From an optimization exercise on the open Yosys and OpenROAD flow, aimed at small area, a short achievable clock period and few clock cycles per item; shortcuts taken in it are not production practice. Where RTL was checked, it was by simulation tests only, not by an equivalence proof against the original. No activity file was given, so power comes from the tool's default toggle rates.

// bias_relu
module bias_relu (
    input  wire        clk,
    input  wire        rst,         
    input  wire        in_valid,
    output wire        in_ready,
    input  wire [31:0] in_a,        
    input  wire [31:0] in_b,        
    input  wire        in_add,      
    input  wire        in_relu,     
    output wire        out_valid,
    input  wire        out_ready,
    output wire [31:0] out_data
);
Size: roughly 1900 cells after synthesis.
==> module pfx_add, before the edit <==
module pfx_add #(parameter N = 8) (
    input  wire [N-1:0] x,
    input  wire [N-1:0] y,
    input  wire         cin,
    output wire [N-1:0] sum,
    output wire         cout
);
    localparam L = $clog2(N + 1);
    wire [N:0] g [0:L];
    wire [N:0] p [0:L];
    assign g[0] = {x & y, cin};
    assign p[0] = {x ^ y, 1'b0};
    genvar l, i;
    generate
        for (l = 0; l < L; l = l + 1) begin : lv
            for (i = 0; i <= N; i = i + 1) begin : b
                if (((i >> l) & 1) == 1) begin : c
                    localparam integer J = ((i >> l) << l) - 1;
                    assign g[l+1][i] = g[l][i] | (p[l][i] & g[l][J]);
                    assign p[l+1][i] = p[l][i] & p[l][J];
                end else begin : n
                    assign g[l+1][i] = g[l][i];
                    assign p[l+1][i] = p[l][i];
                end
            end
        end
    endgenerate
    assign sum  = p[0][N:1] ^ g[L][N-1:0];
    assign cout = g[L][N];
endmodule
==> module bk_add, before the edit <==
module bk_add #(parameter N = 8) (
    input  wire [N-1:0] x,
    input  wire [N-1:0] y,
    input  wire         cin,
    output wire [N-1:0] sum,
    output wire         cout
);
    localparam M = N + 1;                
    localparam L = $clog2(M);
    wire [M-1:0] g0 = {x & y, cin};
    wire [M-1:0] p0 = {x ^ y, 1'b0};
    wire [M-1:0] gu [0:L];
    wire [M-1:0] pu [0:L];
    assign gu[0] = g0; assign pu[0] = p0;
    genvar l, i;
    generate
        for (l = 0; l < L; l = l + 1) begin : up
            for (i = 0; i < M; i = i + 1) begin : b
                if ((i % (2 << l)) == (2 << l) - 1) begin : c
                    assign gu[l+1][i] = gu[l][i] | (pu[l][i] & gu[l][i - (1 << l)]);
                    assign pu[l+1][i] = pu[l][i] & pu[l][i - (1 << l)];
                end else begin : n
                    assign gu[l+1][i] = gu[l][i];
                    assign pu[l+1][i] = pu[l][i];
                end
            end
        end
        wire [M-1:0] gd [0:L];
        assign gd[L] = gu[L];
        for (l = L - 1; l >= 1; l = l - 1) begin : dn
            for (i = 0; i < M; i = i + 1) begin : b
                if ((i % (1 << l)) == (1 << (l - 1)) - 1 && i >= (1 << l)) begin : c
                    assign gd[l][i] = gd[l+1][i] | (pu[l-1][i] & gd[l+1][i - (1 << (l - 1))]);
                end else begin : n
                    assign gd[l][i] = gd[l+1][i];
                end
            end
        end
        assign sum  = p0[M-1:1] ^ gd[1][M-2:0];
        assign cout = gd[1][M-1];
    endgenerate
endmodule
Settings: LEC_CHECK=0, ABC_AREA=1, CAP_MARGIN=20, CORE_MARGIN=2, CORE_UTILIZATION=40, SLEW_MARGIN=20; clock period 24.0 ns.
standard.sh (not shown) runs the stock make flow with config.mk's settings and CLKGATE_MAP_FILE= SYNTH_SCRIPT=/design/flow/synth_recipe.tcl, a recipe that flattens the netlist after the stock synthesis.
==> flow/flow/run.sh <==
#!/bin/bash
# Standard synthesis, then the standard layout steps with repair_timing
# aiming for a setup margin of 18 ns on the design's clock. 
set -e
bash standard.sh synth > synth.log 2>&1
bash standard.sh SETUP_SLACK_MARGIN=18  finish > layout.log 2>&1
Next try:
--- a/flow/design.v
+++ b/flow/design.v
@@ -179,34 +179,4 @@
     assign n = v4[1] ? {1'b0, c4[7:4]} : {1'b1, c4[3:0]};
 endmodule
-module pfx_add #(parameter N = 8) (
-    input  wire [N-1:0] x,
-    input  wire [N-1:0] y,
-    input  wire         cin,
-    output wire [N-1:0] sum,
-    output wire         cout
-);
-    localparam L = $clog2(N + 1);
-    wire [N:0] g [0:L];
-    wire [N:0] p [0:L];
-    assign g[0] = {x & y, cin};
-    assign p[0] = {x ^ y, 1'b0};
-    genvar l, i;
-    generate
-        for (l = 0; l < L; l = l + 1) begin : lv
-            for (i = 0; i <= N; i = i + 1) begin : b
-                if (((i >> l) & 1) == 1) begin : c
-                    localparam integer J = ((i >> l) << l) - 1;
-                    assign g[l+1][i] = g[l][i] | (p[l][i] & g[l][J]);
-                    assign p[l+1][i] = p[l][i] & p[l][J];
-                end else begin : n
-                    assign g[l+1][i] = g[l][i];
-                    assign p[l+1][i] = p[l][i];
-                end
-            end
-        end
-    endgenerate
-    assign sum  = p[0][N:1] ^ g[L][N-1:0];
-    assign cout = g[L][N];
-endmodule
 module bk_add #(parameter N = 8) (
     input  wire [N-1:0] x,
@@ -217,5 +187,13 @@
 );
     localparam M = N + 1;                
-    localparam L = $clog2(M);
+    function integer lg2;            
+        input integer v;
+        integer k;
+        begin
+            lg2 = 0;
+            for (k = 1; k < v; k = k * 2) lg2 = lg2 + 1;
+        end
+    endfunction
+    localparam L = lg2(M);
     wire [M-1:0] g0 = {x & y, cin};
     wire [M-1:0] p0 = {x ^ y, 1'b0};
- total power is higher by 1.4%
- non-clock buffer count is higher by 4
- sequential share of layout area is lower by 0.15 points
- register-to-register slack is better by 40 ps
- utilization is lower by 0.82 points
- global-route usage is lower by 0.31 points
- flip-flop and latch count stays the same
- die area is higher by 1.4%
Testbench counts after the change, summed over its fixed seeds: cycles 16,024, items 16,000.
For the first run of this note, only the layout was checked, not whether the RTL still works.

==> port drivers added, routing unchanged <==
How much do the figures lean on ideal ports? The routed layouts below were timed once more, with nothing changed but the port constraints. Step 1: set_driving_cell puts a clkbuf_16 on clk and a buf_2 on each other input, an assumption about the parent block. Step 2 times the ports against the registers' clock, not the clock port: input delays grow and output delays shrink by t, the midpoint of the rising clock arrivals with the driver on. Three values: no drivers, after step 1, after step 2; two values: the first two.
run	t, ns	setup WS [ns]	latest minus earliest clock arrival (ns)	worst register clock-pin slew, ns	pins driven straight from the clock port
the first run	0.508	18.056 / 18.004 / 17.772	0.020 / 0.020	0.09 / 0.09	1
the second run	0.500	18.076 / 18.021 / 17.694	0.011 / 0.012	0.08 / 0.08	1
After both steps setup and hold are still met in every run listed. For the second run, which loses most, drivers alone change the setup slack by -0.055 ns; drivers and shift together by -0.382 ns.
